From an optimization exercise on the open Yosys and OpenROAD flow, aimed at small area, a short achievable clock period and few clock cycles; shortcuts taken in it are not production practice. Function was checked by simulation only, so behaviour that the tests miss may differ from the original. Power and IR drop assume default switching activity.

==> design.v <==
module anc_w334_to_gump (
    input  wire        clk,
    input  wire        rst,
    input  wire        in_valid,
    output wire        in_ready,
    input  wire [31:0] in_data,
    input  wire        in_two,
    input  wire        in_last,
    input  wire [12:0] in_loc,
    output wire        out_valid,
    input  wire        out_ready,
    output wire [31:0] out_data,
    output wire [1:0]  out_cnt
);
    localparam S  = 133;         
    localparam [7:0] SM1 = S - 1;
    localparam [7:0] TAP = S - 3;   
    reg  [15:0] ring [0:S-1];
    wire [15:0] rw = ring[S-1];      
    wire [15:0] rt = ring[TAP];      
    function [7:0] modinc(input [7:0] x);
        modinc = (x == SM1) ? 8'd0 : x + 8'd1;
    endfunction
    reg [12:0] q_loc0, q_loc1;
    reg [7:0]  qa1;
    reg [1:0]  q_cnt;
    reg [7:0]  hage;
    reg        hread;            
    reg        patch;            
    reg        h_tap;            
    wire       patch0 = patch && (hage[7:3] == 5'd0);
    wire [15:0] ploc  = {3'b000, q_loc0};
    reg  [7:0] p_r;                  
    reg        r_at;                 
    reg  [7:0] occ;                  
    reg        occ_z, occ_S;         
    reg  [5:0] ccnt;                 
    reg        c_z;                  
    reg  [1:0] rj;                   
    reg        r_start;              
    reg  [7:0] rleft;                
    reg        rpar;                 
    reg  [7:0] rsum;
    reg  [6:0] rline;
    reg  [16:0] oq0, oq1;
    reg        oq_w, oq_r;           
    reg  [1:0] oq_n;                 
    reg        ovalid;               
    reg  [16:0] ohead;
    wire r_byp   = r_start && c_z && h_tap;
    wire r_ok    = !r_start || !c_z || h_tap;
    wire rd      = r_at && !occ_z && r_ok && (oq_n != 2'd2);
    wire r_fin   = (rj == 2'd3) && (rleft == 8'd1);
    wire [12:0] rloc = c_z ? q_loc0 : rt[12:0];
    wire [7:0]  rsum_a = rsum + rt[7:0];
    wire [7:0]  rsum_b = rsum_a + rt[15:8];
    reg  [15:0] rdata;
    reg         rcnt;
    always @(*) begin
        rcnt  = 1'b1;
        case (rj)
            2'd0:    rdata = {2'b10, rloc[11], rloc[12], rloc[10:7], 8'hFF};
            2'd1:    rdata = {rt[15:8], 1'b0, rline};
            2'd2:    rdata = rt;
            default: begin
                if (!r_fin)
                    rdata = rt;
                else if (rpar)
                    rdata = {rsum_a, rt[7:0]};
                else begin
                    rdata = {8'h00, rsum};
                    rcnt  = 1'b0;
                end
            end
        endcase
    end
    wire       o_pop  = ovalid && out_ready;
    wire [1:0] o_left = oq_n - {1'b0, o_pop};          
    wire       o_rn   = oq_r ^ o_pop;
    reg        in_ready_r;
    reg  [7:0] p_w;                  
    reg        w_at;                 
    reg  [8:0] wcount;               
    reg  [7:0] lo;                   
    reg        flushp;               
    reg  [8:0] rem;                  
    reg  [7:0] hcur;                 
    reg  [7:0] nsw;                  
    reg        rej_r;                
    reg        ibv;
    reg  [7:0] wa, wb;
    reg        in2, inl;
    reg [12:0] ib_loc;
    assign in_ready = in_ready_r;
    wire take = in_valid && in_ready_r;
    wire       has_lo  = wcount[0];
    wire       discard = (wcount >= 9'd262);
    wire       nsw_z   = (nsw == 8'd0);
    wire eq1  = (rem == 9'd1);
    wire eq2  = (rem == 9'd2);
    wire dc_k = (wcount >= 9'd6);
    wire w5   = (wcount == 9'd5);
    wire len_ok = dc_k ? (in2 ? eq2 : eq1) : (w5 && in2 && (wa == 8'd0));
    wire can_proc = !rej_r && !flushp && !(inl && q_cnt == 2'd2) &&
                    (discard || (w_at && !occ_S));
    wire consume = ibv && can_proc;
    wire [8:0] rem_m1 = rem - 9'd1;
    wire [8:0] rem_m2 = rem - 9'd2;
    wire end_pkt = consume && inl;
    wire reject  = end_pkt && (discard || !len_ok);
    wire accept  = end_pkt && !reject;
    wire bw       = has_lo || in2 || inl;               
    wire wr_beat  = consume && !discard && bw;
    wire wr_flush = flushp && !rej_r && w_at && !occ_S;
    wire wr       = wr_beat || wr_flush;
    wire [15:0] wslot = has_lo ? {wa, lo} : {wb, wa};
    wire        is_h  = (wcount[8:1] == 8'd0);          
    wire [15:0] wslot_m = {wslot[15:13], is_h ? 13'd0 : wslot[12:0]};
    always @(posedge clk)
        ring[0] <= wr_beat ? wslot_m : (rw | (patch0 ? ploc : 16'd0));
    genvar gi;
    generate
        for (gi = 1; gi < S; gi = gi + 1) begin : g_ring
            if (gi % 8 == 0) begin : g_patch
                wire sel = patch && (hage[7:3] == gi / 8);
                always @(posedge clk)
                    ring[gi] <= ring[gi-1] | (sel ? ploc : 16'd0);
            end else begin : g_plain
                always @(posedge clk)
                    ring[gi] <= ring[gi-1];
            end
        end
    endgenerate
    wire       pop   = patch;
    wire       c_inc = patch && !hread;
    wire       c_dec = rd && r_start && !r_byp;
    wire [5:0] ccnt_n = (c_inc && !c_dec) ? ccnt + 6'd1 :
                        (c_dec && !c_inc) ? ccnt - 6'd1 : ccnt;
    wire [7:0] hpos   = hcur;                          
    wire [7:0] occ_p1 = occ + 8'd1;
    wire [7:0] occ_m1 = occ - 8'd1;
    wire [7:0] occ_r  = occ - nsw;                     
    wire [7:0] occ_rm = occ_r - 8'd1;
    wire [7:0] occ_n  = rej_r ? (rd ? occ_rm : occ_r) :
                        (wr && !rd) ? occ_p1 :
                        (rd && !wr) ? occ_m1 : occ;
    wire flushp_n = (flushp && !wr_flush && !rej_r) || (accept && has_lo && in2);
    wire [7:0] nsw_n = (accept || rej_r) ? 8'd0 : wr_beat ? nsw + 8'd1 : nsw;
    wire realign  = occ_z && !wr && !rej_r && (nsw_n == 8'd0) && !flushp_n;
    wire [7:0] p_w_inc = (p_w == SM1) ? 8'd0 : p_w + 8'd1;
    wire [7:0] p_r_inc = (p_r == SM1) ? 8'd0 : p_r + 8'd1;
    wire [7:0] p_w_n   = realign ? SM1 : rej_r ? hpos : wr ? p_w : p_w_inc;
    wire [7:0] p_r_n   = realign ? SM1 : rd ? p_r : p_r_inc;
    wire [8:0] wc_p1 = wcount + 9'd1;
    wire [8:0] wc_p2 = wcount + 9'd2;
    wire [8:0] wcount_n = end_pkt ? 9'd0 :
                          (consume && !discard) ? (in2 ? wc_p2 : wc_p1) : wcount;
    wire [1:0] q_left  = q_cnt - {1'b0, pop};          
    wire [1:0] q_cnt_n = q_left + {1'b0, accept};
    wire [1:0] rj_n = rd ? (r_fin ? 2'd0 : (rj == 2'd3) ? rj : rj + 2'd1) : rj;
    wire [7:0] hage_inc = modinc(hage);
    wire [7:0] qa1_inc  = modinc(qa1);
    wire [7:0] hcur_inc = modinc(hcur);
    wire       from1    = pop && (q_cnt != 2'd1);
    wire       fromw    = !from1 && (q_left == 2'd0);
    wire [7:0] hage_n   = from1 ? qa1_inc : fromw ? hcur_inc : hage_inc;
    wire [7:0] qa1_n    = (accept && q_left == 2'd1) ? hcur_inc : qa1_inc;
    wire [7:0] hcur_n   = (wr_beat && nsw_z) ? 8'd1 : hcur_inc;
    wire       q_head_n = (q_cnt_n != 2'd0);
    wire occ_1      = (occ == 8'd1);
    wire occ_Sm1    = (occ == SM1);
    wire occ_z_n    = rej_r ? ((occ_r == 8'd0) || ((occ_r == 8'd1) && rd)) :
                      (occ_z && (wr == rd)) || (occ_1 && rd && !wr);
    wire occ_S_n    = !rej_r && ((occ_S && (wr == rd)) || (occ_Sm1 && wr && !rd));
    wire w_at_n     = (p_w_n == SM1);
    wire ibv_n      = take || (ibv && !consume);
    wire inl_n      = take ? in_last : inl;
    wire proc_pre_n = !reject && !flushp_n && !(inl_n && q_cnt_n == 2'd2);
    wire disc_n     = !end_pkt && (discard || (consume && ((wcount >= 9'd261) ||
                                                            (in2 && wcount == 9'd260))));
    wire full_p     = !rej_r && (occ_S || (occ_Sm1 && wr));
    wire can_proc_p = proc_pre_n && (disc_n || (w_at_n && !full_p));
    always @(posedge clk) begin
        if (rst) begin
            q_cnt      <= 2'd0;
            hread      <= 1'b0;
            patch      <= 1'b0;
            h_tap      <= 1'b0;
            p_r        <= SM1;
            r_at       <= 1'b0;
            occ        <= 8'd0;
            occ_z      <= 1'b1;
            occ_S      <= 1'b0;
            ccnt       <= 6'd0;
            c_z        <= 1'b1;
            rj         <= 2'd0;
            r_start    <= 1'b1;
            ovalid     <= 1'b0;
            oq_n       <= 2'd0;
            oq_w       <= 1'b0;
            oq_r       <= 1'b0;
            p_w        <= SM1;
            w_at       <= 1'b1;
            wcount     <= 9'd0;
            flushp     <= 1'b0;
            nsw        <= 8'd0;
            rej_r      <= 1'b0;
            ibv        <= 1'b0;
            in_ready_r <= 1'b1;
        end else begin
            q_cnt <= q_cnt_n;
            patch <= q_head_n && (hage_n[2:0] == 3'd0);
            h_tap <= q_head_n && (from1 ? (qa1 == TAP) : fromw ? (hcur == TAP) : (hage == TAP));
            if (pop)
                hread <= 1'b0;
            else if (rd && r_byp)
                hread <= 1'b1;
            ccnt <= ccnt_n;
            c_z  <= (ccnt_n == 6'd0);
            oq_w   <= oq_w ^ rd;
            oq_r   <= o_rn;
            oq_n   <= o_left + {1'b0, rd};
            ovalid <= (o_left != 2'd0) || rd;
            rj      <= rj_n;
            r_start <= (rj_n == 2'd0);
            occ     <= occ_n;
            occ_z   <= occ_z_n;
            occ_S   <= occ_S_n;
            p_r     <= p_r_n;
            r_at    <= (p_r_n == TAP);
            wcount   <= wcount_n;
            nsw      <= nsw_n;
            flushp   <= flushp_n;
            rej_r    <= reject;
            p_w      <= p_w_n;
            w_at     <= w_at_n;
            ibv      <= ibv_n;
            in_ready_r <= !ibv_n || can_proc_p;
        end
    end
    always @(posedge clk) begin
        if (pop)
            q_loc0 <= q_loc1;
        if (accept) begin
            if (q_left == 2'd0)
                q_loc0 <= ib_loc;
            else
                q_loc1 <= ib_loc;
        end
        qa1  <= qa1_n;
        hage <= hage_n;
        hcur <= hcur_n;
        if (rd && !oq_w)
            oq0 <= {rcnt, rdata};
        if (rd && oq_w)
            oq1 <= {rcnt, rdata};
        ohead <= (o_left == 2'd0) ? {rcnt, rdata} : (o_rn ? oq1 : oq0);
        if (rd) begin
            case (rj)
                2'd0: rline <= rloc[6:0];
                2'd1: rsum  <= rt[15:8];
                2'd2: begin
                    rsum  <= rsum_b;
                    rleft <= {1'b0, rt[15:9]} + 8'd1;    
                    rpar  <= rt[8];
                end
                default: rsum <= rsum_b;
            endcase
        end
        if (rd && rj == 2'd3)
            rleft <= rleft - 8'd1;
        if (consume)
            lo <= has_lo ? wb : wa;
        if (consume) begin
            if (w5)
                rem <= in2 ? {1'b0, wa} : {1'b0, wa} + 9'd1;
            else if (in2 && (wcount == 9'd4))
                rem <= {1'b0, wb} + 9'd1;
            else
                rem <= in2 ? rem_m2 : rem_m1;
        end
    end
    always @(posedge clk) begin
        if (!ibv || consume) begin
            wa     <= in_data[7:0];
            wb     <= in_data[23:16];
            in2    <= in_two;
            inl    <= in_last;
            ib_loc <= in_loc;
        end
    end
    assign out_valid = ovalid;
    assign out_data  = {16'b0, ohead[15:0]};
    assign out_cnt   = {1'b0, ohead[16]};
endmodule
==> flow/run.sh <==
#!/bin/bash
set -euo pipefail
export SETUP_SLACK_MARGIN=6.9
export BUFFER_PORTS_ARGS="-buffer_cell sky130_fd_sc_hd__buf_4"
bash standard.sh > standard.log 2>&1
==> standard.sh <==
#!/bin/bash
# synth_recipe.tcl (not shown) runs the flow's synth.tcl, then flattens the netlist and writes it again
# the make line also repeats each setting of config.mk as NAME=value (left out here)
make -C /OpenROAD-flow-scripts/flow DESIGN_CONFIG=/design/flow/config.mk WORK_HOME=/design/flow/orfs CLKGATE_MAP_FILE= SYNTH_SCRIPT=/design/flow/synth_recipe.tcl "${@:-finish}"
==> config.mk <==
export PLATFORM = sky130hd
export DESIGN_NAME = anc_w334_to_gump
export DESIGN_NICKNAME = anc_w334_to_gump
export VERILOG_FILES = /design/flow/design.v
export SDC_FILE = /design/flow/constraint.sdc
export NUM_CORES = 4
export LEC_CHECK = 0
export ABC_CLOCK_PERIOD_IN_PS = 3000
export CAP_MARGIN = 20
export CORE_MARGIN = 2
export CORE_UTILIZATION = 40
export CTS_CLUSTER_DIAMETER = 100
export CTS_CLUSTER_SIZE = 26
export SLEW_MARGIN = 20
==> constraint.sdc <==
create_clock -name core_clock -period 10.0 [get_ports {clk}]
set_input_delay 2.0000 -clock core_clock [delete_from_list [all_inputs] [get_ports {clk}]]
set_output_delay 2.0000 -clock core_clock [all_outputs]
set_load 0.01 [all_outputs]
==> results.toml, run 1 <==
[cells_and_area]
n_antenna_cell = 0
syn_to_final_growth_pct = 10.2
layoutNonFillerInstCount = 5841
nFillCells = 12688
final_common_cell = "dfxtp_1"
drive_gt1_share_pct = 8.41
final_cell_mix = "2221 x dfxtp_1, 216 x a21o_1, 146 x nor2_1"
layout.nets = 4035

[grt]
grt_max_degree = 42
grt_use_met2_pct = 17.7
grt_antenna_before_repair = 5
grt_pass1_wl_um = 140000
grt_pass1_vias = 25090
grt_util_met3_pct = 2.23
grt_util_met1_pct = 18.1
grt_busiest_layer = "met1"
grtUsageTotal_pct = 12.0
gr-total-overflow = 0

[yosys]
async_flop_share_pct = 0
syn_area_per_cell_um2 = 15.2
ys.flop_type = "dfxtp_1"
netlist_instances = 3812
synth_edf_count = 119
synth_cell_types = 82
synth-seq-cells = 2370
yosys_warnings = 2
synth_seq_area_share_pct = 83.9
syn_area_um2 = 58000

[sta]
maxSlewHeadroom_pct = 30.1
hold_ws_ns = 0.291
finalSetupViolCount = 0
period_needed_ns = 3.20
setup_tns_ns = 0
hold_viol = 0
rsz0062_at_grt = "true"
period_share_pct = 32.0
report.final.slew_viol_count = 0
fin_skew_ns = 0.0490
worstMarginPinSlew_ns = 1.04
fmax_ghz = 0.312

[drt]
wl_um = 88700
routed-via-count = 25647
wl_per_cell_um = 15.2
vias_per_cell = 4.39
route.detailed.drc = 0
drt_iter0_drc = 1311
drt-pass1-iter-count = 5
ant_nets = 0

[critical_path]
required_ns = 8.00
worstPathArrival_ns = 1.20
cpMaxStageDelayCell = "dfxtp_2"
r2r_setup_slack_ns = 6.89
startpoint_type = "register"
crit_chain = "buf_6"
path_delay_family = "flip-flops"
crit_path_end_kind = "output pin"
cp_max_fo = 2
slowest_delay_ns = 0.34
worstSetupPathType = "reg2out"
crit_buf_inv = 1

[floorplanning]
initial_core_util_pct = 40.3
fp-row-count = 139
io_pins = 87
die_h_um = 385
core_region_area_um2 = 144000
die_x_um = 385
die_area_um2 = 148000

[run]
maxCapViolations = 0

[clock_tree]
cts_root_buf = "clkbuf_16"
cts_buffers = 103
clockBufferDepth = 3
clock_latency_ns = 0.74
path_clk_slew_ns = 0.11
h-tree-depth = 3
clkSinkCount = 2370
cts_hold_buffers = 0
cts_tree = "yes"

[pwr]
combPwrFrac_pct = 4.7
p_leak_uw = 0.0267
p_sw_share_pct = 21.9
p_int_uw = 11900
worst_ir_drop_vdd_mv = 0.131
pwr-share-seq_pct = 65.1
p_per_area_nw_per_um2 = 239
clockPowerShare_pct = 30.2
p_switching_uw = 3360

[placed_design]
port_buffers = 53
place_congestion = 0.839
dpl.cell_count = 5685
hpwl_um = 53100

[min_path]
hold_path_class = "reg2reg"

[outcome]
status = "timing/DRC/antenna clean"
-- stage by stage --
step | total power [uW] | utilization (%) | area, um^2 | setup WS, ns
floorplan | 10600 | - | 58200 | 6.89
global placement | 10900 | 42.1 | 60600 | 5.78
detailed placement | 10900 | 42.1 | 60600 | 5.74
CTS | 15500 | 44.3 | 63800 | 6.71
global route | 15900 | 44.4 | 63900 | 6.71
finish | 15300 | 44.4 | 63900 | 6.80
-- final cells by class --
| type | count | area (um^2) | share of cell area, % |
|---|---|---|---|
| clock buffers | 116 | 2630 | 4.11 |
| clock inverters | 14 | 204 | 0.319 |
| inverters | 56 | 214 | 0.335 |
| multi-input cells | 1280 | 8940 | 14.0 |
| flip-flops and latches | 2370 | 48700 | 76.1 |
| well taps | 1903 | 2380 | 3.72 |
| repair buffers | 102 | 891 | 1.39 |
-- worst paths after layout --
kind	start	end	cells past startpoint
setup / recovery	in_ready_r	in_ready	1
setup reg to reg	rsum[0]	rsum[7]	13
hold / removal	ring[75][11]	ring[76][11]	0
hold reg to reg	ring[75][11]	ring[76][11]	0
-- per-layer routing --
metal  vias to the layer above  routed length (um)
li1                      12726                   -
met5                         -                   0
met1                     12444               46700
met4                         0                1760
met3                       118                3280
met2                       359               37000
-- cell families after synthesis --
logic type,after synthesis,share of synthesized area [%]
adder cells (fa/ha/maj),71,1.57
flip-flops,2370,83.9
XOR/XNOR,105,1.59
other,1,0.00647
AO/OA/AOI/OAI,504,5.87
buffers and inverters,179,1.30
multiplexers,89,1.58
AND/OR/NAND/NOR,493,4.24
-- state kept, by name, indices dropped and copies added (netlist names), 13 cells and up --
name / count
ib_loc: 13
ohead: 17
oq0: 17
oq1: 17
q_loc0: 13
q_loc1: 13
ring: 2128
-- repair_timing --
| action | 4_1_cts | 5_1_grt |
|---|---|---|
| buffers inserted | 14 | 9 |
| setup endpoints to repair | 165 | 69 |
| gates cloned | 2 | 0 |
| pin swaps | 6 | 9 |
| resized for setup | 68 | 23 |
-- cell usage after synthesis, types with 54 or more instances --
library cell,instances,area [um^2]
a21o_1,217,1630
a21oi_1,117,586
clkbuf_1,86,323
dfxtp_1,2251,45100
edfxtp_1,119,3570
ha_1,68,851
inv_1,54,203
mux2i_1,70,701
nand2_1,97,364
nor2_1,152,571
o21ai_0,63,315
xnor2_1,54,473
-- power groups by stage --
stage	logic, uW	registers (uW)	clock network (uW)
after detailed placement	694	10200	0
after CTS	726	9970	4800
after global routing	810	9990	5120
after floorplan	536	10000	0
after global placement	689	10200	0
final	726	9960	4620
Testbench counts, summed over its fixed seeds: cycles 17,261.
==> inputs of run 2 (changes only) <==
--- a/config.mk
+++ b/config.mk
@@ -9,5 +9,5 @@
 export CAP_MARGIN = 20
 export CORE_MARGIN = 2
-export CORE_UTILIZATION = 40
+export CORE_UTILIZATION = 60
 export CTS_CLUSTER_DIAMETER = 100
 export CTS_CLUSTER_SIZE = 26
==> run 2 against run 1 <==
  * Still clean
  * Utilization is 21 points higher
  * Maximum frequency is 1.3% higher
  * Die area is 33% lower
  * First-iteration DRC count is 36% higher
  * Combinational power is 6.2% higher
  * Synthesized cell count stayed put
  * Sequential power hardly changed
  * Flip-flop and latch count stayed put
  * Clock power hardly changed
  * Largest power group unchanged
==> results.toml, run 2 <==
[yosys]
syn_area_per_cell_um2 = 15.2
ys.flop_type = "dfxtp_1"
synth_edf_count = 119
synthTopCellsByCount = "2251 x dfxtp_1, 217 x a21o_1, 152 x nor2_1, 119 x edfxtp_1, 117 x a21oi_1"
synth_most_common_cell = "dfxtp_1"
yosys_warnings = 2
async_flop_share_pct = 0
netlist_instances = 3812
synthTopCellsByArea = "dfxtp_1 78%, edfxtp_1 6.2%, a21o_1 2.8%"
synth_seq_area_share_pct = 83.9
synth_cell_types = 82
synthDominantCellAreaShare_pct = 77.7
yosys.area.top_type = "dfxtp_1"
syn_area_um2 = 58000
synth-seq-cells = 2370

[cells_and_area]
layout.nets = 4037
drive_gt1_share_pct = 8.40
final_common_cell = "dfxtp_1"
largest_reg_flops = 2128
regMostFlops = "ring"
syn_to_final_growth_pct = 9.00
final_cell_mix = "2220 x dfxtp_1, 216 x a21o_1, 145 x nor2_1"

[grt]
gr-total-overflow = 0
grt_antenna_before_repair = 3
grt_max_degree = 42
grt_pass1_wl_um = 145000
grt_pass1_vias = 25928
grtUsageTotal_pct = 18.7

[drt]
routed-via-count = 25805
route.detailed.drc = 0
wl_um = 91700
drt-pass1-iter-count = 6
drt_iter0_drc = 1779
vias_per_cell = 4.95
ant_nets = 0
wl_per_cell_um = 17.6

[clock_tree]
cts_root_buf = "clkbuf_16"
cts_hold_buffers = 0
cts_tree = "yes"
path_clk_slew_ns = 0.10
clkSinkCount = 2370
cts_buffers = 103
clock_latency_ns = 0.71
clockBufferDepth = 3
h-tree-depth = 3

[floorplanning]
die_x_um = 315
io_pins = 87
fp-row-count = 114
core_region_area_um2 = 96300
die_h_um = 315
initial_core_util_pct = 60.2
die_area_um2 = 99200

[critical_path]
worstPathArrival_ns = 1.16
crit_path_end_kind = "output pin"
crit_buf_inv = 1
cpMaxStageDelayCell = "dfxtp_2"
required_ns = 8.00
worstSetupPathType = "reg2out"
crit_chain = "buf_6"
startpoint_type = "register"
cp_max_fo = 2
path_delay_family = "flip-flops"
slowest_delay_ns = 0.34

[min_path]
hold_path_class = "reg2reg"

[sta]
fin_skew_ns = 0.0352
fmax_ghz = 0.316
period_share_pct = 31.6
rsz0062_at_grt = "true"
finalSetupViolCount = 0
maxSlewHeadroom_pct = 28.8
period_needed_ns = 3.16
worstMarginPinSlew_ns = 1.07
hold_viol = 0
report.final.slew_viol_count = 0
setup_tns_ns = 0

[outcome]
status = "timing/DRC/antenna clean"

[pwr]
worst_ir_drop_vdd_mv = 0.197
p_leak_uw = 0.0267
p_per_area_nw_per_um2 = 243
p_total_uw = 15300

[run]
maxCapViolations = 0

[placed_design]
hpwl_um = 53700
port_buffers = 53
place_congestion = 0.861
## run 2: cell counts after synthesis
No cell type changed its count.
## run 2: routing by layer
layer  share of wire (%)  vias up  track usage, %
li1                    -    12727               -
met1                  51    12470            28.3
met2                  43      474            28.0
met3                 4.0      134            3.09
met4                 1.8        0            4.68
met5                   0        -               0
## run 2: cells by family (layout without fill, tap and decap cells)
logic type / after synthesis / in the layout / synth area share [%]
muxes: 89 / 89 / 1.58
xor gates and xnor gates: 105 / 105 / 1.59
adders and majority gates: 71 / 71 / 1.57
AOI/OAI and AO/OA: 504 / 504 / 5.87
DFF: 2370 / 2370 / 83.9
buffers and inverters: 179 / 289 / 1.30
other: 1 / 18 / 0.00647
and+or+nand+nor: 493 / 494 / 4.24
## run 2: final timing paths
kind	start	end	slack, ns	depth (start not counted)
hold / removal	ring[18][0]	ring[19][0]	0.30	0
setup reg to reg	rsum[0]	rsum[7]	6.87	13
setup / recovery	ovalid	out_valid	6.84	1
hold reg to reg	ring[18][0]	ring[19][0]	0.30	0
## run 2: report_power, final
part	total (uW)	switching (uW)	internal, uW
Sequential	9940	215	9730
Clock	4620	2710	1920
Combinational	771	459	311
## run 2: final cells by class
cell class,instances,area [um^2]
diodes,1,2.50
clock buffers,114,2640
clock inverters,15,214
fillers,6769,33100
inverters,56,213
multi-input cells,1280,8960
flip-flops and latches,2370,48700
well taps,1276,1600
repair buffers,104,911
## run 2: timing repair
item / 4_1_cts / 5_1_grt
cloned: 1 / 1
pin swaps: 9 / 7
gates resized for setup: 68 / 22
endpoints found under the setup margin: 228 / 68
setup buffers: 17 / 13
## run 2: per-stage QoR
stage               util, %  cell area, um^2  std cells  hold WS, ns  worst slack (ns)
global route           65.7            63200       5215        0.305              6.63
CTS                    65.4            63000       5200        0.301              6.78
detailed placement     62.1            59800       5053        0.312              5.81
global placement       62.1            59800       5053        0.310              5.96
floorplan                 -            58200       3828        0.310              6.89
finish                 65.7            63200       5216        0.302              6.84
==> inputs of run 3 (changes only) <==
--- a/design.v
+++ b/design.v
@@ -75,8 +75,9 @@
         endcase
     end
-    wire       o_pop  = ovalid && out_ready;
+    wire       o_pop  = (oq_n != 2'd0) && out_ready;
     wire [1:0] o_left = oq_n - {1'b0, o_pop};          
     wire       o_rn   = oq_r ^ o_pop;
-    reg        in_ready_r;
+    reg        in_ready_r;           
+    reg        cpp_r;                
     reg  [7:0] p_w;                  
     reg        w_at;                 
@@ -93,5 +94,5 @@
     reg [12:0] ib_loc;
     assign in_ready = in_ready_r;
-    wire take = in_valid && in_ready_r;
+    wire take = in_valid && (!ibv || cpp_r);            
     wire       has_lo  = wcount[0];
     wire       discard = (wcount >= 9'd262);
@@ -208,4 +209,5 @@
             ibv        <= 1'b0;
             in_ready_r <= 1'b1;
+            cpp_r      <= 1'b1;
         end else begin
             q_cnt <= q_cnt_n;
@@ -237,4 +239,5 @@
             ibv      <= ibv_n;
             in_ready_r <= !ibv_n || can_proc_p;
+            cpp_r      <= can_proc_p;
         end
     end
==> flow/run.sh (replaced) <==
#!/bin/bash
set -euo pipefail
export SETUP_SLACK_MARGIN=7.2
export BUFFER_PORTS_ARGS="-buffer_cell sky130_fd_sc_hd__buf_4"
bash standard.sh > standard.log 2>&1
--- a/config.mk
+++ b/config.mk
@@ -6,5 +6,5 @@
 export NUM_CORES = 4
 export LEC_CHECK = 0
-export ABC_CLOCK_PERIOD_IN_PS = 3000
+export ABC_AREA = 1
 export CAP_MARGIN = 20
 export CORE_MARGIN = 2
==> run 3 against run 2 <==
  * Area after synthesis about the same
  * Global-route usage fell by 0.51 points
  * Sequential share of layout area fell by 0.50 points
  * Highest routed layer unchanged
  * Final area up 0.68%
  * Still clean
==> results.toml, run 3 <==
[critical_path]
required_ns = 10.55
crit_path_end_kind = "register"
startpoint_type = "register"
cpMaxStageDelayCell = "edfxtp_1"
worstSetupPathType = "reg2reg"
slowest_delay_ns = 0.42
path_common_cell = "nor2_1"
crit_chain = "ha_2 > fa_2 > buf_4 > a31oi_4 > xor2_1 > inv_1 > ha_1 > inv_1 > nor2_1 > nor2_1 > nor2_1 > nor2_1 > nor2_1 > nor2_1 > or2_2 > nand3_1 > xor2_1"
cp_max_fo = 2
worstPathArrival_ns = 3.72

[sta]
hold_viol = 0
setup_tns_ns = 0
period_share_pct = 31.7
fin_skew_ns = 0.0330
rsz0062_at_grt = "true"
maxSlewHeadroom_pct = 27.8
fmax_ghz = 0.315
period_needed_ns = 3.17
hold_ws_ns = 0.319
worstMarginPinSlew_ns = 1.08
finalSetupViolCount = 0
report.final.slew_viol_count = 0

[yosys]
synth_most_common_cell = "dfxtp_1"
ys.flop_type = "dfxtp_1"
synth_cell_types = 60
synthTopCellsByCount = "2252 x dfxtp_1, 285 x nand2_1, 217 x inv_1, 213 x o21bai_1, 203 x nor2_1"
netlist_instances = 4064
synthDominantCellAreaShare_pct = 77.8
syn_area_per_cell_um2 = 14.3
synthTopCellsByArea = "dfxtp_1 78%, edfxtp_1 6.2%, o21bai_1 2.8%"
async_flop_share_pct = 0
synth_seq_area_share_pct = 83.9
yosys.area.top_type = "dfxtp_1"
synth-seq-cells = 2371
syn_area_um2 = 58000
yosys_warnings = 2
synth_edf_count = 119

[pwr]
p_per_area_nw_per_um2 = 251
p_leak_uw = 0.0257
p_switching_uw = 3760
clockPowerShare_pct = 28.6
pwr-share-seq_pct = 63.2
p_sw_share_pct = 23.5
worst_ir_drop_vdd_mv = 0.208
combPwrFrac_pct = 8.2
p_total_uw = 16000
p_int_uw = 12200

[cells_and_area]
largest_reg_flops = 2128
syn_to_final_growth_pct = 9.79
final_cell_mix = "2222 x dfxtp_1, 271 x nand2_1, 213 x o21bai_1"
fin_util_pct = 66.1
layout.nets = 4346
regMostFlops = "ring"
drive_gt1_share_pct = 8.88
n_antenna_cell = 0
final_common_cell = "dfxtp_1"

[drt]
drt_iter0_drc = 1605
wl_um = 90400
routed-via-count = 26439
wl_per_cell_um = 16.4
route.detailed.drc = 0
vias_per_cell = 4.79
ant_nets = 0
drt-pass1-iter-count = 5

[grt]
grt_busiest_layer = "met1"
gr-total-overflow = 0
grt_max_degree = 36
grtUsageTotal_pct = 18.1
grt_util_met3_pct = 3.10
grt_pass1_vias = 25061
grt_antenna_before_repair = 3
grt_pass1_wl_um = 140000
grt_util_met1_pct = 27.8
grt_use_met2_pct = 26.7

[placed_design]
place_congestion = 0.845
port_buffers = 53
hpwl_um = 54200

[run]
maxCapViolations = 0

[floorplanning]
fp-row-count = 114
initial_core_util_pct = 60.2
die_x_um = 315
die_h_um = 315
die_area_um2 = 99100
core_region_area_um2 = 96300
io_pins = 87

[clock_tree]
cts_tree = "yes"
clkSinkCount = 2371
path_clk_slew_ns = 0.10
clockBufferDepth = 3
h-tree-depth = 3
cts_buffers = 102
clock_latency_ns = 0.72
cts_root_buf = "clkbuf_16"

[min_path]
hold_path_class = "reg2reg"

[outcome]
status = "timing/DRC/antenna clean"
run 3: changes by cell type in the layout (fill, tap and decap cells not counted), moves of 53 or more:
| cell | previous run | this run |
|---|---|---|
| o21ai_0 | 63 | 143 |
| o21bai_1 | 5 | 213 |
| inv_1 | 55 | 201 |
| a21o_1 | 216 | 5 |
| nand2_1 | 93 | 271 |
| mux2i_1 | 70 | 17 |
run 3: kinds of logic after synthesis:
family	Yosys count	synth area share, %
xor gates and xnor gates	65	0.982
muxes	17	0.294
and+or+nand+nor	654	4.81
AOI/OAI and AO/OA	556	6.13
DFF	2371	83.9
buffers and inverters	329	2.27
adders and majority gates	71	1.57
other	1	0.00647
run 3: what timing repair did:
| action | CTS | global route |
|---|---|---|
| hold buffers | 0 | 0 |
| pin swaps | 11 | 25 |
| endpoints found under the setup margin | 198 | 135 |
| setup buffers | 14 | 40 |
| resized for setup | 66 | 84 |
| endpoints found under the hold margin | 0 | 0 |
| cloned | 5 | 5 |
run 3: power groups by stage:
stage	logic, uW	clock network, uW	registers (uW)
6_report	1310	4560	10100
5_1_grt	1470	5030	10100
4_1_cts	1260	4700	10100
3_5_place_dp	1210	0	10300
3_3_place_gp	1190	0	10300
2_1_floorplan	781	0	10200
run 3: metrics by stage:
step	cell area (um^2)	std cells	worst slack, ns
2_1_floorplan	58200	4080	6.99
3_3_place_gp	59800	5332	5.90
3_5_place_dp	59800	5332	5.86
4_1_cts	63000	5475	6.78
5_1_grt	63700	5520	6.67
6_report	63700	5520	6.83
run 3: cell type report:
| type | instances | area [um^2] |
|---|---|---|
| fill | 7051 | 32600 |
| timing repair inverter | 2 | 10.0 |
| inverter | 237 | 913 |
| multi-input combinational | 1385 | 8550 |
| tap | 1276 | 1600 |
| clock buffer | 115 | 2610 |
| clock inverter | 9 | 166 |
| timing repair buffer | 125 | 1110 |
| sequential | 2371 | 48700 |
run 3: metal layers:
metal	up-vias	share of wire [%]
li1	13313	-
met1	12586	52
met2	398	42
met3	142	3.9
met4	0	2.3
met5	-	0
run 3: worst paths after layout:
check | startpoint | to | slack (ns) | cells past startpoint
worst max register to register | rsum[0] | rsum[7] | 6.83 | 17
worst min register to register | ring[120][0] | ring[121][0] | 0.32 | 0
worst min-delay path | ring[120][0] | ring[121][0] | 0.32 | 0
worst max-delay path | rsum[0] | rsum[7] | 6.83 | 17
run 3: worst max-delay path, delay by kind of cell (launching register included):
family / cells / cell delay, ns
AO/OA/AOI/OAI: 1 / 0.19
XOR/XNOR: 2 / 0.38
adder cells (fa/ha/maj): 3 / 0.88
buffers and inverters: 3 / 0.31
flip-flops: 1 / 0.42
AND/OR/NAND/NOR: 8 / 0.83
Testbench counts of run 3, summed over its fixed seeds: cycles 17,261.
==> inputs of run 4 (changes only) <==
--- a/config.mk
+++ b/config.mk
@@ -6,9 +6,10 @@
 export NUM_CORES = 4
 export LEC_CHECK = 0
-export ABC_AREA = 1
+export ABC_CLOCK_PERIOD_IN_PS = 3000
 export CAP_MARGIN = 20
 export CORE_MARGIN = 2
-export CORE_UTILIZATION = 60
+export CORE_UTILIZATION = 75
 export CTS_CLUSTER_DIAMETER = 100
 export CTS_CLUSTER_SIZE = 26
+export PLACE_DENSITY = 0.85
 export SLEW_MARGIN = 20
==> run 4 against run 3 <==
  * First-iteration DRC count is 52% higher
  * Flip-flop and latch count did not move
  * Largest cell class unchanged
  * Hold slack worse by 0.0025 ns
  * Area after synthesis about the same
==> results.toml, run 4 <==
[sta]
maxSlewHeadroom_pct = 26.9
fmax_ghz = 0.309
worstMarginPinSlew_ns = 1.09
period_share_pct = 32.4
report.final.slew_viol_count = 0
setup_ws_ns = 6.76
setup_tns_ns = 0
finalSetupViolCount = 0
hold_viol = 0
fin_skew_ns = 0.0373
period_needed_ns = 3.24
rsz0062_at_grt = "true"

[yosys]
synthDominantCellAreaShare_pct = 77.8
async_flop_share_pct = 0
ys.flop_type = "dfxtp_1"
yosys_warnings = 2
yosys.area.top_type = "dfxtp_1"
syn_area_per_cell_um2 = 15.1
synthTopCellsByArea = "dfxtp_1 78%, edfxtp_1 6.2%, a21o_1 2.8%"
synth-seq-cells = 2371
synthTopCellsByCount = "2252 x dfxtp_1, 219 x a21o_1, 160 x nand2_1, 150 x nor2_1, 119 x edfxtp_1"
netlist_instances = 3837
synth_edf_count = 119
synth_cell_types = 70
synth_seq_area_share_pct = 84.0
synth_most_common_cell = "dfxtp_1"
syn_area_um2 = 57900

[min_path]
hold_path_class = "reg2reg"
min-delay-start = "ring[129][11]"
whs_endpoint = "ring[130][11]"
holdPathStages = 0

[critical_path]
crit_chain = "nor4_1 > o211a_1 > o21bai_4 > inv_2 > ha_4 > xor2_2 > a211o_1 > o211ai_1 > a211oi_2 > nand3_1 > o21ai_1"
worstPathArrival_ns = 3.86
path_delay_family = "compound AO/OA/AOI/OAI gates"
worstSetupPathType = "reg2reg"
startpoint_type = "register"
required_ns = 10.63
cpMaxStageDelayCell = "nor4_1"
crit_path_end_kind = "register"
timing.rr.start = "rem[6]"
slowest_delay_ns = 0.83
cp_max_fo = 3
r2r-end = "cpp_r"
reg2reg_depth = 11
crit_buf_inv = 1
worstSetupPathDepth = 11
r2r_setup_slack_ns = 6.76

[drt]
route.detailed.drc = 0
wl_per_cell_um = 23.9
drt_iter0_drc = 2443
routed-via-count = 28286
drt-pass1-iter-count = 6
ant_nets = 0
wl_um = 121000
vias_per_cell = 5.60

[floorplanning]
die_x_um = 282
initial_core_util_pct = 76.0
fp-row-count = 101
die_h_um = 282
core_region_area_um2 = 76200
die_area_um2 = 79500
io_pins = 87

[pwr]
p_leak_uw = 0.0270
p_per_area_nw_per_um2 = 246
worst_ir_drop_vdd_mv = 0.242

[cells_and_area]
regMostFlops = "ring"
final_cell_mix = "2221 x dfxtp_1, 218 x a21o_1, 156 x nand2_1"
drive_gt1_share_pct = 10.1
final_common_cell = "dfxtp_1"
largest_reg_flops = 2128
layout.nets = 4113
syn_to_final_growth_pct = 9.51

[clock_tree]
clkSinkCount = 2371
h-tree-depth = 3
cts_tree = "yes"
clockBufferDepth = 3
cts_root_buf = "clkbuf_16"
path_clk_slew_ns = 0.11
cts_hold_buffers = 0
cts_buffers = 101
clock_latency_ns = 0.72

[grt]
grtUsageTotal_pct = 29.9
grt_pass1_vias = 29299
gr-total-overflow = 0
grt_pass1_wl_um = 177000
grt_antenna_before_repair = 7
grt_max_degree = 37

[placed_design]
hpwl_um = 62400
post-place-ws_ns = 6.34
port_buffers = 53
place_congestion = 0.859

[run]
maxCapViolations = 0

[outcome]
status = "timing/DRC/antenna clean"
[run 4: changes by cell type after synthesis, sizes merged, moves of 35 or more]
cell    previous run  this run
a21o               5       219
o21bai           213         5
inv              221        57
nand2            289       160
o21ai            162        74
nor2             213       150
xnor2             13        59
mux2i             17        59
nand3             71        36
[run 4: cell type report]
class | instances | area, um^2
flip-flops and latches | 2371 | 48700
fillers | 3295 | 12800
multi-input cells | 1303 | 9110
clock buffers | 126 | 2620
repair buffers | 155 | 1290
well taps | 1030 | 1290
inverters | 59 | 238
clock inverters | 8 | 178
diodes | 1 | 2.50
[run 4: repair_timing]
| action | CTS | global route |
|---|---|---|
| gates cloned | 1 | 0 |
| endpoints found under the setup margin | 247 | 103 |
| hold endpoints to repair | 0 | 0 |
| pin swaps | 27 | 43 |
| setup buffers | 36 | 41 |
| resized for setup | 78 | 53 |
[run 4: layer usage]
layer,vias to the layer above,global-route usage [%],routed length [um]
met3,406,5.18,7900
met2,1177,52.4,61300
met5,-,0,39
met1,13863,37.2,46500
met4,6,11.6,4950
li1,12834,-,-
[run 4: logic make-up (layout without fill, tap and decap cells)]
group,after synthesis,count (layout),synth area share [%]
flip-flops,2371,2371,84.0
AND/OR/NAND/NOR,538,539,4.52
AO/OA/AOI/OAI,499,499,5.76
buffers and inverters,180,348,1.28
XOR/XNOR,106,106,1.60
adder cells (fa/ha/maj),71,71,1.57
multiplexers,71,71,1.25
other,1,18,0.00647
[run 4: how the worst max path moves through the flow]
stage / start / end / slack [ns]
global route: rem[6] / cpp_r / 6.45
floorplan: out_ready / ohead[10] / 6.92
CTS: ohead[4] / out_data[4] / 6.80
detailed placement: wcount[0] / in_ready_r / 6.34
finish: rem[6] / cpp_r / 6.76
global placement: wcount[0] / in_ready_r / 6.40
[run 4: metrics by stage]
step           total power [uW]  utilization [%]  instance area, um^2  cells  hold slack (ns)
2_1_floorplan             10600                -                58200   3853            0.310
3_3_place_gp              10900             78.1                59500   4840            0.310
3_5_place_dp              10900             78.1                59500   4840            0.312
4_1_cts                   15500             82.5                62900   5011            0.316
5_1_grt                   16000             83.2                63400   5052            0.319
6_report                  15600             83.2                63400   5053            0.316
[run 4: power breakdown]
part           internal (uW)  switching, uW  total (uW)  leakage [uW]
clock network           1890           2830        4720       0.00135
logic                    353            548         901       0.00631
registers               9760            222        9980        0.0193
==> inputs of run 5 (changes only) <==
==> flow/run.sh (replaced) <==
#!/bin/bash
set -euo pipefail
export SETUP_SLACK_MARGIN=7.0
export BUFFER_PORTS_ARGS="-buffer_cell sky130_fd_sc_hd__buf_4"
bash standard.sh > standard.log 2>&1
--- a/config.mk
+++ b/config.mk
@@ -9,7 +9,6 @@
 export CAP_MARGIN = 20
 export CORE_MARGIN = 2
-export CORE_UTILIZATION = 75
+export CORE_UTILIZATION = 60
 export CTS_CLUSTER_DIAMETER = 100
 export CTS_CLUSTER_SIZE = 26
-export PLACE_DENSITY = 0.85
 export SLEW_MARGIN = 20
==> run 5 against run 4 <==
  * Wire length down 23%
  * Register-to-register slack better by 0.26 ns
  * Final area down 0.29%
  * Clock skew up 0.0039 ns
  * Die area up 25%
  * Synthesized cell count unchanged
  * Clock power down 2%
  * Area after synthesis unchanged
  * Global-route usage down 11 points
  * Combinational power down 18%
  * Hold slack worse by 0.0089 ns
  * Sequential share of layout area up 0.24 points
==> results.toml, run 5 <==
[critical_path]
r2r_setup_slack_ns = 7.02
crit_chain = "buf_6"
cp_max_fo = 1
cpMaxStageDelayCell = "dfxtp_2"
worstSetupPathType = "reg2out"
r2r-end = "rsum[7]"
crit_buf_inv = 1
timing.rr.start = "rsum[0]"
crit_path_end_kind = "output pin"
startpoint_type = "register"
required_ns = 8.00
path_delay_family = "flip-flops"
reg2reg_depth = 12
worstPathArrival_ns = 1.15
slowest_delay_ns = 0.34

[drt]
wl_um = 92400
routed-via-count = 25713
wl_per_cell_um = 17.6
drt_iter0_drc = 1561
route.detailed.drc = 0
vias_per_cell = 4.91
drt-pass1-iter-count = 5
ant_nets = 0

[cells_and_area]
final_common_cell = "dfxtp_1"
fin_util_pct = 66.4
final_cell_mix = "2216 x dfxtp_1, 218 x a21o_1, 157 x nand2_1"
regMostFlops = "ring"
syn_to_final_growth_pct = 9.20
layout.nets = 4068
drive_gt1_share_pct = 8.77
design_area_um2 = 63200
layoutNonFillerInstCount = 5236
largest_reg_flops = 2128

[sta]
report.final.slew_viol_count = 0
finalSetupViolCount = 0
maxSlewHeadroom_pct = 28.7
hold_viol = 0
period_needed_ns = 3.15
rsz0062_at_grt = "true"
setup_tns_ns = 0
period_share_pct = 31.5
fin_skew_ns = 0.0412
hold_ws_ns = 0.307
fmax_ghz = 0.317
worstMarginPinSlew_ns = 1.06

[placed_design]
hpwl_um = 54800
place_area_um2 = 59800
dpl.cell_count = 5073
port_buffers = 53
place_congestion = 0.821

[grt]
grt_antenna_before_repair = 3
gr-total-overflow = 0
grt_busiest_layer = "met2"
grt_util_met1_pct = 27.4
grtUsageTotal_pct = 18.7
grt_pass1_vias = 25719
grt_pass1_wl_um = 144000
grt_max_degree = 37
grt_util_met3_pct = 3.07
grt_use_met2_pct = 28.9

[pwr]
p_per_area_nw_per_um2 = 243
p_leak_uw = 0.0268
worst_ir_drop_vdd_mv = 0.219

[yosys]
synth_most_common_cell = "dfxtp_1"
synth_edf_count = 119
synth_seq_area_share_pct = 84.0
synth_cell_types = 70
yosys_warnings = 2
syn_area_per_cell_um2 = 15.1
synth-seq-cells = 2371
syn_area_um2 = 57900
yosys.area.top_type = "dfxtp_1"
synthTopCellsByCount = "2252 x dfxtp_1, 219 x a21o_1, 160 x nand2_1, 150 x nor2_1, 119 x edfxtp_1"
synthDominantCellAreaShare_pct = 77.8
async_flop_share_pct = 0
ys.flop_type = "dfxtp_1"
netlist_instances = 3837
synthTopCellsByArea = "dfxtp_1 78%, edfxtp_1 6.2%, a21o_1 2.8%"

[clock_tree]
clockBufferDepth = 3
clkSinkCount = 2371
h-tree-depth = 3
path_clk_slew_ns = 0.12
cts_root_buf = "clkbuf_16"
cts_hold_buffers = 0
cts_tree = "yes"
clock_latency_ns = 0.72
cts_buffers = 103

[floorplanning]
die_area_um2 = 99000
fp-row-count = 113
die_h_um = 315
io_pins = 87
die_x_um = 315
initial_core_util_pct = 60.8
core_region_area_um2 = 95300

[min_path]
whs_endpoint = "ring[130][8]"
min-delay-start = "ring[129][8]"
holdPathStages = 0
hold_path_class = "reg2reg"

[run]
maxCapViolations = 0

[outcome]
status = "timing/DRC/antenna clean"
==> run 5: logic make-up after synthesis <==
family | count (synthesis) | synth area share (%)
adders and majority gates | 71 | 1.57
muxes | 71 | 1.25
other | 1 | 0.00647
and+or+nand+nor | 538 | 4.52
DFF | 2371 | 84.0
xor gates and xnor gates | 106 | 1.60
AOI/OAI and AO/OA | 499 | 5.76
buffers and inverters | 180 | 1.28
==> run 5: routing by layer <==
layer | wire [um] | vias to the layer above
met2 | 40600 | 478
met5 | 0 | -
met1 | 46400 | 12348
met4 | 2040 | 0
li1 | - | 12756
met3 | 3430 | 131
==> run 5: how the worst max path moves through the flow <==
stage | startpoint | endpoint | slack [ns] | depth (start not counted)
floorplan | out_ready | ohead[10] | 6.92 | 5
global placement | wcount[0] | occ[5] | 6.08 | 14
detailed placement | wcount[0] | in_ready_r | 6.00 | 13
CTS | ohead[11] | out_data[11] | 6.79 | 1
global route | ohead[7] | out_data[7] | 6.78 | 1
finish | ohead[11] | out_data[11] | 6.85 | 1
==> run 5: metrics by stage <==
step | power [uW] | worst slack, ns
2_1_floorplan | 10600 | 6.92
3_3_place_gp | 10900 | 6.08
3_5_place_dp | 10900 | 6.00
4_1_cts | 15500 | 6.79
5_1_grt | 15900 | 6.78
6_report | 15400 | 6.85
==> run 5: worst reg2reg max path, cell delays in order, from the launching register on <==
cell and delay, ns:
edfxtp_1 0.41, ha_2 0.22, fa_2 0.36, a21o_1 0.20
a21oi_4 0.21, xnor2_2 0.11, ha_1 0.33, nand2_1 0.09
o21ai_2 0.07, o41ai_2 0.35, xnor2_1 0.16, nand2_1 0.08
xnor2_1 0.15
==> run 5: repair_timing <==
action / in CTS / in global routing
setup endpoints to repair: 184 / 39
gates resized for setup: 68 / 42
pin swaps: 10 / 21
setup buffers: 12 / 20
==> run 5: cell type report <==
cell class                 count  area (um^2)
timing repair buffer         109          893
multi-input combinational   1302         8960
sequential                  2371        48700
inverter                      59          240
clock buffer                 118         2680
tap                         1265         1580
clock inverter                11          176
antenna                        1         2.50
fill                        6610        32000
==> run 5: power breakdown <==
group	total, uW	internal [uW]	switching (uW)	leakage, uW
registers	10000	9760	250	0.0193
clock network	4620	1930	2690	0.00139
logic	735	316	418	0.00608
total	15400	12000	3350	0.0268
==> inputs of run 6 (changes only) <==
==> flow/run.sh (replaced) <==
#!/bin/bash
set -euo pipefail
export SETUP_SLACK_MARGIN=7.2
export BUFFER_PORTS_ARGS="-buffer_cell sky130_fd_sc_hd__buf_4"
bash standard.sh > standard.log 2>&1
==> run 6 against run 5 <==
  * Sequential power is essentially flat
  * Synthesized cell count is the same
  * Non-clock buffer count grew 12
  * Final cell count grew 0.17%
  * Clock skew shrank 0.015 ns
  * Global-route usage shrank 0.11 points
  * Wire length shrank 0.77%
  * Total power shrank 0.13%
  * Setup slack gained 0.014 ns
  * Hold slack gained 0.015 ns
  * Maximum frequency grew 0.46%
  * Flip-flop and latch count is the same
  * Highest routed layer unchanged
==> results.toml, run 6 <==
[outcome]
status = "timing/DRC/antenna clean"

[pwr]
p_per_area_nw_per_um2 = 242
p_total_uw = 15300
p_leak_uw = 0.0268
worst_ir_drop_vdd_mv = 0.216

[grt]
gr-total-overflow = 0
grt_max_degree = 37
grtUsageTotal_pct = 18.6
grt_antenna_before_repair = 0
grt_pass1_vias = 26114
grt_pass1_wl_um = 145000

[clock_tree]
clockBufferDepth = 3
cts_tree = "yes"
path_clk_slew_ns = 0.10
cts_buffers = 102
h-tree-depth = 3
clock_latency_ns = 0.70
cts_root_buf = "clkbuf_16"
cts_hold_buffers = 0
clkSinkCount = 2371

[floorplanning]
die_x_um = 315
die_h_um = 315
fp-row-count = 113
initial_core_util_pct = 60.8
io_pins = 87
die_area_um2 = 99000
core_region_area_um2 = 95300

[drt]
wl_per_cell_um = 17.5
top_layer_used = "met4"
wl_um = 91700
wl_met3_um = 3690
ant_nets = 0
routed-via-count = 25967
wl_met2_um = 40500
routedLengthMet1_um = 45600
route.detailed.drc = 0
vias_per_cell = 4.95
drt-pass1-iter-count = 5
drt_iter0_drc = 1427

[cells_and_area]
design_area_um2 = 63500
drive_gt1_share_pct = 9.53
multi_input_area_um2 = 9150
regMostFlops = "ring"
largest_reg_flops = 2128
final_common_cell = "dfxtp_1"
seq_area_um2 = 48700
layout.nets = 4079
nFillCells = 6660
syn_to_final_growth_pct = 9.66
final_cell_mix = "2220 x dfxtp_1, 218 x a21o_1, 154 x nand2_1"

[sta]
worstMarginPinSlew_ns = 0.999
setup_tns_ns = 0
fmax_ghz = 0.319
maxSlewHeadroom_pct = 32.9
hold_viol = 0
rsz0062_at_grt = "true"
period_needed_ns = 3.14
report.final.slew_viol_count = 0
period_share_pct = 31.4
finalSetupViolCount = 0
hold_ws_ns = 0.323
fin_skew_ns = 0.0264

[critical_path]
cp_max_fo = 1
crit_buf_inv = 1
worstSetupPathDepth = 1
crit_path_end_kind = "output pin"
crit_chain = "buf_6"
timing.rr.start = "rsum[0]"
reg2reg_depth = 13
path_delay_family = "flip-flops"
startpoint_type = "register"
worstPathArrival_ns = 1.14
required_ns = 8.00
startpoint = "ohead[1]"
cpMaxStageDelayCell = "dfxtp_2"
worstSetupPathType = "reg2out"
slowest_delay_ns = 0.33

[yosys]
synthTopCellsByCount = "2252 x dfxtp_1, 219 x a21o_1, 160 x nand2_1, 150 x nor2_1, 119 x edfxtp_1"
yosys.area.top_type = "dfxtp_1"
syn_area_um2 = 57900
syn_area_per_cell_um2 = 15.1
synth_seq_area_share_pct = 84.0
synth_edf_count = 119
ys.flop_type = "dfxtp_1"
synth_most_common_cell = "dfxtp_1"
netlist_instances = 3837
synthTopCellsByArea = "dfxtp_1 78%, edfxtp_1 6.2%, a21o_1 2.8%"
synth_cell_types = 70
synthDominantCellAreaShare_pct = 77.8
synth-seq-cells = 2371
yosys_warnings = 2
async_flop_share_pct = 0

[placed_design]
port_buffers = 53
place_congestion = 0.827
hpwl_um = 54300
place_area_um2 = 59800

[run]
maxCapViolations = 0

[min_path]
holdPathStages = 0
hold_path_class = "reg2reg"
min-delay-start = "ring[11][1]"
==> run 6: cell counts after synthesis <==
Identical to the previous run, type by type.
==> run 6: stage by stage <==
| stage | setup slack (ns) | cells | utilization (%) |
|---|---|---|---|
| CTS | 6.80 | 5218 | 66.2 |
| finish | 6.86 | 5245 | 66.7 |
| global route | 6.80 | 5244 | 66.6 |
| global placement | 6.37 | 5076 | 62.8 |
| floorplan | 6.92 | 3853 | - |
| detailed placement | 6.31 | 5076 | 62.8 |
==> run 6: kinds of logic (layout without fill, tap and decap cells) <==
| logic type | Yosys count | in the layout | synth area share [%] |
|---|---|---|---|
| adders and majority gates | 71 | 71 | 1.57 |
| AOI/OAI and AO/OA | 499 | 499 | 5.76 |
| xor gates and xnor gates | 106 | 106 | 1.60 |
| buffers and inverters | 180 | 306 | 1.28 |
| DFF | 2371 | 2371 | 84.0 |
| muxes | 71 | 71 | 1.25 |
| other | 1 | 18 | 0.00647 |
| and+or+nand+nor | 538 | 538 | 4.52 |
==> run 6: layout make-up <==
type	instances	area share (%)
Clock buffer	116	4.18
Sequential cell	2371	76.7
Multi-Input combinational cell	1302	14.4
Timing Repair Buffer	121	1.59
Tap cell	1265	2.49
Antenna cell	1	0.00394
Clock inverter	10	0.262
Inverter	59	0.372
==> run 6: timing repair <==
item                                    CTS  global route
setup buffers                            16            26
endpoints found under the setup margin  183            71
pin swaps                                13            38
gates resized for setup                  78            52
==> run 6: power breakdown <==
part / total [uW] / switching (uW) / leakage, uW / internal (uW)
combinational: 794 / 459 / 0.00615 / 335
clock: 4580 / 2660 / 0.00138 / 1920
sequential: 9970 / 211 / 0.0193 / 9760
==> run 6: per-layer routing <==
layer / vias to the layer above / track usage (%)
li1: 12781 / -
met2: 496 / 28.9
met1: 12554 / 27.2
met5: - / 0
met4: 0 / 5.34
met3: 136 / 2.97
==> run 6: final timing paths <==
check                 to  slack, ns
max          out_data[1]       6.86
min          ring[12][1]       0.32
max reg2reg      rsum[7]       7.02
min reg2reg  ring[12][1]       0.32
==> inputs of run 7 (changes only) <==
--- a/config.mk
+++ b/config.mk
@@ -11,4 +11,4 @@
 export CORE_UTILIZATION = 60
 export CTS_CLUSTER_DIAMETER = 100
-export CTS_CLUSTER_SIZE = 26
+export CTS_CLUSTER_SIZE = 20
 export SLEW_MARGIN = 20
==> run 7 against run 6 <==
  * Still clean on timing, DRC and antenna
  * Wire length increased by 2.5%
  * Utilization up 0.97 points
  * Hold slack lost 0.012 ns
  * Count of clock-buffer cells in the layout rose by 37
  * Clock power grew 18%
  * Global-route usage increased by 0.66 points
  * Critical endpoint is now in_ready
  * Largest power group unchanged
  * Highest routed layer unchanged
==> results.toml, run 7 <==
[outcome]
status = "timing/DRC/antenna clean"

[sta]
rsz0062_at_grt = "true"
period_needed_ns = 3.20
fmax_ghz = 0.313
worstMarginPinSlew_ns = 0.992
setup_tns_ns = 0
finalSetupViolCount = 0
maxSlewHeadroom_pct = 33.4
hold_viol = 0
report.final.slew_viol_count = 0
fin_skew_ns = 0.0285
period_share_pct = 32.0

[cells_and_area]
largest_reg_flops = 2128
regMostFlops = "ring"
fin_util_pct = 67.6
final_cell_mix = "2219 x dfxtp_1, 218 x a21o_1, 156 x nand2_1"
syn_to_final_growth_pct = 11.2
final_common_cell = "dfxtp_1"
design_area_um2 = 64400
drive_gt1_share_pct = 10.4
layoutNonFillerInstCount = 5293
layout.nets = 4116

[drt]
drt_iter0_drc = 1454
wl_per_cell_um = 17.8
drt-pass1-iter-count = 5
ant_nets = 0
wl_um = 94000
vias_per_cell = 4.98
routed-via-count = 26357
route.detailed.drc = 0

[clock_tree]
h-tree-depth = 4
clkSinkCount = 2371
cts_tree = "yes"
path_clk_slew_ns = 0.09
cts_root_buf = "clkbuf_16"
clockBufferDepth = 3
clock_latency_ns = 0.76
cts_buffers = 137

[run]
maxCapViolations = 0

[critical_path]
cp_max_fo = 1
required_ns = 8.00
startpoint_type = "register"
worstPathArrival_ns = 1.20
worstSetupPathType = "reg2out"
crit_path_end_kind = "output pin"
slowest_delay_ns = 0.32
cpMaxStageDelayCell = "dfxtp_2"
path_delay_family = "flip-flops"
crit_buf_inv = 1
crit_chain = "buf_6"

[floorplanning]
fp-row-count = 113
initial_core_util_pct = 60.8
die_x_um = 315
io_pins = 87
die_h_um = 315
die_area_um2 = 99000
core_region_area_um2 = 95300

[yosys]
synthDominantCellAreaShare_pct = 77.8
yosys_warnings = 2
synth_seq_area_share_pct = 84.0
synthTopCellsByArea = "dfxtp_1 78%, edfxtp_1 6.2%, a21o_1 2.8%"
syn_area_um2 = 57900
syn_area_per_cell_um2 = 15.1
ys.flop_type = "dfxtp_1"
synth_cell_types = 70
yosys.area.top_type = "dfxtp_1"
synth-seq-cells = 2371
async_flop_share_pct = 0
netlist_instances = 3837
synth_edf_count = 119
synth_most_common_cell = "dfxtp_1"
synthTopCellsByCount = "2252 x dfxtp_1, 219 x a21o_1, 160 x nand2_1, 150 x nor2_1, 119 x edfxtp_1"

[grt]
grt_util_met1_pct = 27.5
gr-total-overflow = 0
grt_pass1_wl_um = 148000
grt_pass1_vias = 26831
grt_use_met2_pct = 30.0
grt_antenna_before_repair = 2
grtUsageTotal_pct = 19.2
grt_max_degree = 37
grt_util_met3_pct = 3.44
grt_busiest_layer = "met2"

[pwr]
p_int_uw = 12600
p_per_area_nw_per_um2 = 251
combPwrFrac_pct = 4.9
pwr-share-seq_pct = 61.6
p_switching_uw = 3530
clockPowerShare_pct = 33.4
p_leak_uw = 0.0273
worst_ir_drop_vdd_mv = 0.223
p_sw_share_pct = 21.8

[placed_design]
place_congestion = 0.827
port_buffers = 53
dpl.cell_count = 5076
place_area_um2 = 59800
hpwl_um = 54300

[min_path]
hold_path_class = "reg2reg"
## run 7: cell counts after synthesis
No cell type changed its count.
## run 7: final cells by class
class	instances	area, um^2
inverters	59	236
clock inverters	18	256
flip-flops and latches	2371	48700
multi-input cells	1302	9110
fillers	6525	30900
clock buffers	153	3500
repair buffers	123	1030
diodes	2	5.00
well taps	1265	1580
## run 7: power by group through the flow
stage	Clock, uW	Combinational [uW]	Sequential, uW
finish	5410	795	9960
detailed placement	0	724	10200
floorplan	0	548	10100
global route	5880	872	9990
CTS	5550	765	9970
global placement	0	706	10200
## run 7: per-stage QoR
stage          worst slack (ns)  power [uW]  hold slack, ns
2_1_floorplan              6.92       10600           0.310
3_3_place_gp               6.37       10900           0.309
3_5_place_dp               6.31       10900           0.312
4_1_cts                    6.74       16300           0.311
5_1_grt                    6.74       16700           0.317
6_report                   6.80       16200           0.311
## run 7: cells by family (layout without fill, tap and decap cells)
| family | after synthesis | count (layout) | share of synthesized area (%) |
|---|---|---|---|
| buffers and inverters | 180 | 353 | 1.28 |
| DFF | 2371 | 2371 | 84.0 |
| adders and majority gates | 71 | 71 | 1.57 |
| muxes | 71 | 71 | 1.25 |
| and+or+nand+nor | 538 | 538 | 4.52 |
| xor gates and xnor gates | 106 | 106 | 1.60 |
| other | 1 | 19 | 0.00647 |
| AOI/OAI and AO/OA | 499 | 499 | 5.76 |
## run 7: timing repair
action | CTS | global route
hold buffers | 0 | 0
setup endpoints to repair | 183 | 102
cloned | 0 | 0
resized for setup | 81 | 44
buffers inserted | 21 | 23
pin swaps | 20 | 29
## run 7: routing by layer
layer  wire length (um)  vias to the layer above
li1                   -                    12880
met1              45900                    12767
met2              42100                      530
met3               3830                      180
met4               2190                        0
met5                  0                        -
## run 7: path summary, 6_finish.rpt
check                  start         end  slack [ns]  cells after the start
setup reg to reg   wcount[5]       cpp_r        6.96                     14
setup / recovery  in_ready_r    in_ready        6.80                      1
hold / removal    ring[5][8]  ring[6][8]        0.31                      0
hold reg to reg   ring[5][8]  ring[6][8]        0.31                      0
==> inputs of run 8 (changes only) <==
--- a/config.mk
+++ b/config.mk
@@ -10,5 +10,5 @@
 export CORE_MARGIN = 2
 export CORE_UTILIZATION = 60
-export CTS_CLUSTER_DIAMETER = 100
-export CTS_CLUSTER_SIZE = 20
+export CTS_CLUSTER_DIAMETER = 120
+export CTS_CLUSTER_SIZE = 28
 export SLEW_MARGIN = 20
==> run 8 against run 7 <==
  * Synthesized cell count unchanged
  * Setup slack better by 0.045 ns
  * Final cell count down 0.93%
  * Wire length down 2.4%
  * Utilization down 1.2 points
  * Die area unchanged
  * Critical path depth unchanged
  * Maximum frequency up 1.4%
  * First-iteration DRC count up 6.2%
  * Clock power down 19%
  * Largest power group unchanged
==> results.toml, run 8 <==
[drt]
ant_nets = 0
wl_um = 91800
routed-via-count = 25897
drt_iter0_drc = 1544
drt-pass1-iter-count = 8
wl_per_cell_um = 17.5
route.detailed.drc = 0
vias_per_cell = 4.94

[floorplanning]
io_pins = 87
core_region_area_um2 = 95300
die_h_um = 315
fp-row-count = 113
initial_core_util_pct = 60.8
die_area_um2 = 99000
die_x_um = 315

[clock_tree]
cts_buffers = 94
cts_root_buf = "clkbuf_16"
path_clk_slew_ns = 0.11
clock_latency_ns = 0.72
clockBufferDepth = 3
h-tree-depth = 3
clkSinkCount = 2371
cts_tree = "yes"
cts_hold_buffers = 0

[sta]
worstMarginPinSlew_ns = 0.993
report.final.slew_viol_count = 0
period_share_pct = 31.5
hold_viol = 0
maxSlewHeadroom_pct = 33.6
fin_skew_ns = 0.0398
finalSetupViolCount = 0
rsz0062_at_grt = "true"
fmax_ghz = 0.317
setup_ws_ns = 6.85
period_needed_ns = 3.15
setup_tns_ns = 0
hold_ws_ns = 0.316

[yosys]
synthTopCellsByArea = "dfxtp_1 78%, edfxtp_1 6.2%, a21o_1 2.8%"
syn_area_per_cell_um2 = 15.1
ys.flop_type = "dfxtp_1"
synth_seq_area_share_pct = 84.0
yosys.area.top_type = "dfxtp_1"
synthDominantCellAreaShare_pct = 77.8
synth-seq-cells = 2371
async_flop_share_pct = 0
yosys_warnings = 2
synth_edf_count = 119
netlist_instances = 3837
synth_most_common_cell = "dfxtp_1"
synthTopCellsByCount = "2252 x dfxtp_1, 219 x a21o_1, 160 x nand2_1, 150 x nor2_1, 119 x edfxtp_1"
syn_area_um2 = 57900
synth_cell_types = 70

[critical_path]
required_ns = 8.00
path_delay_family = "flip-flops"
worstSetupPathType = "reg2out"
startpoint_type = "register"
crit_path_end_kind = "output pin"
worstPathArrival_ns = 1.15
crit_chain = "buf_6"
cp_max_fo = 1
slowest_delay_ns = 0.33
crit_buf_inv = 1
cpMaxStageDelayCell = "dfxtp_2"

[cells_and_area]
final_common_cell = "dfxtp_1"
drive_gt1_share_pct = 9.50
syn_to_final_growth_pct = 9.34
largest_reg_flops = 2128
final_cell_mix = "2219 x dfxtp_1, 218 x a21o_1, 156 x nand2_1"
nFillCells = 6726
fin_util_pct = 66.5
seq_area_um2 = 48700
multi_input_area_um2 = 9150
regMostFlops = "ring"
n_antenna_cell = 0
layoutNonFillerInstCount = 5244
layout.nets = 4080

[grt]
grt_max_degree = 37
grtUsageTotal_pct = 18.5
grt_pass1_vias = 25983
grt_antenna_before_repair = 1
grt_pass1_wl_um = 144000
gr-total-overflow = 0

[pwr]
p_leak_uw = 0.0268
p_per_area_nw_per_um2 = 239
worst_ir_drop_vdd_mv = 0.204

[outcome]
status = "timing/DRC/antenna clean"

[placed_design]
dpl.cell_count = 5076
port_buffers = 53
hpwl_um = 54300
place_congestion = 0.827
post-place-ws_ns = 6.31

[min_path]
hold_path_class = "reg2reg"

[run]
maxCapViolations = 0
==> run 8: cell counts after synthesis <==
No cell type changed its count.
==> run 8: what timing repair did <==
item	in CTS	in global routing
gates resized for setup	79	56
pin swaps	18	36
setup endpoints to repair	182	75
setup buffers	19	32
==> run 8: routing by layer <==
metal | track usage [%] | routed length, um | vias up | share of wire, %
li1 | - | - | 12755 | -
met1 | 27.3 | 46100 | 12524 | 50
met2 | 28.7 | 40300 | 483 | 44
met3 | 2.92 | 3400 | 135 | 3.7
met4 | 5.03 | 2060 | 0 | 2.2
met5 | 0 | 0 | - | 0
==> run 8: final timing paths <==
path	from	end	slack, ns	cells past startpoint
worst min register to register	ring[100][10]	ring[101][10]	0.32	0
worst max-delay path	in_ready_r	in_ready	6.85	1
worst max register to register	rsum[0]	rsum[7]	7.06	14
worst min-delay path	ring[100][10]	ring[101][10]	0.32	0
==> run 8: stage by stage <==
stage | area [um^2] | power [uW]
after detailed placement | 59800 | 10900
after CTS | 62800 | 15200
after floorplan | 58200 | 10600
after global placement | 59800 | 10900
final | 63300 | 15200
after global routing | 63300 | 15700
==> run 8: layout make-up <==
type / count / share of cell area (%)
flip-flops and latches: 2371 / 76.9
clock inverters: 7 / 0.154
inverters: 59 / 0.377
multi-input cells: 1302 / 14.4
repair buffers: 130 / 1.74
well taps: 1265 / 2.50
clock buffers: 110 / 3.88
==> run 8: cell families (layout without fill, tap and decap cells) <==
family                     after synthesis  after routing  share of synthesized area [%]
xor gates and xnor gates               106            106                           1.60
and+or+nand+nor                        538            538                           4.52
DFF                                   2371           2371                           84.0
other                                    1             17                        0.00647
buffers and inverters                  180            306                           1.28
AOI/OAI and AO/OA                      499            499                           5.76
muxes                                   71             71                           1.25
adders and majority gates               71             71                           1.57
==> run 8: report_power, final <==
part	internal (uW)	switching, uW	total (uW)	leakage [uW]
sequential	9760	210	9970	0.0193
combinational	346	462	808	0.00622
clock	1770	2630	4390	0.00124
total	11900	3300	15200	0.0268

static timing again, ports no longer ideal:
Ports are ideal in the flow. The routed layouts listed here were re-timed in OpenROAD. Step 1 assumes that a clkbuf_16 drives the clock port and a buf_2 every other input. Step 2, shift: input delay + t, output delay - t, t = (earliest + latest rising clock arrival at the registers) / 2. This alone moves slack from input paths to output paths. a / b / c = ideal ports / drivers / drivers and shift; a / b = the first two.
run	t, ns	setup WS [ns]	latest minus earliest clock arrival (ns)	worst register clock-pin slew, ns
run 1	0.796	6.795 / 6.718 / 6.455	0.056 / 0.056	0.11 / 0.11
run 2	0.758	6.837 / 6.774 / 6.455	0.037 / 0.037	0.11 / 0.11
run 3	0.764	6.825 / 6.774 / 6.612	0.038 / 0.038	0.11 / 0.11
run 4	0.774	6.764 / 6.740 / 6.627	0.041 / 0.041	0.12 / 0.12
run 5	0.764	6.850 / 6.787 / 6.464	0.043 / 0.044	0.12 / 0.12
run 6	0.764	6.865 / 6.793 / 6.554	0.034 / 0.033	0.10 / 0.10
run 7	0.818	6.804 / 6.733 / 6.514	0.032 / 0.032	0.09 / 0.09
run 8	0.768	6.849 / 6.779 / 6.687	0.040 / 0.040	0.12 / 0.12
After both steps setup and hold are still met in every run listed. The setup slack of run 5, which loses most, moves by -0.063 ns with the drivers and by -0.386 ns with both steps.
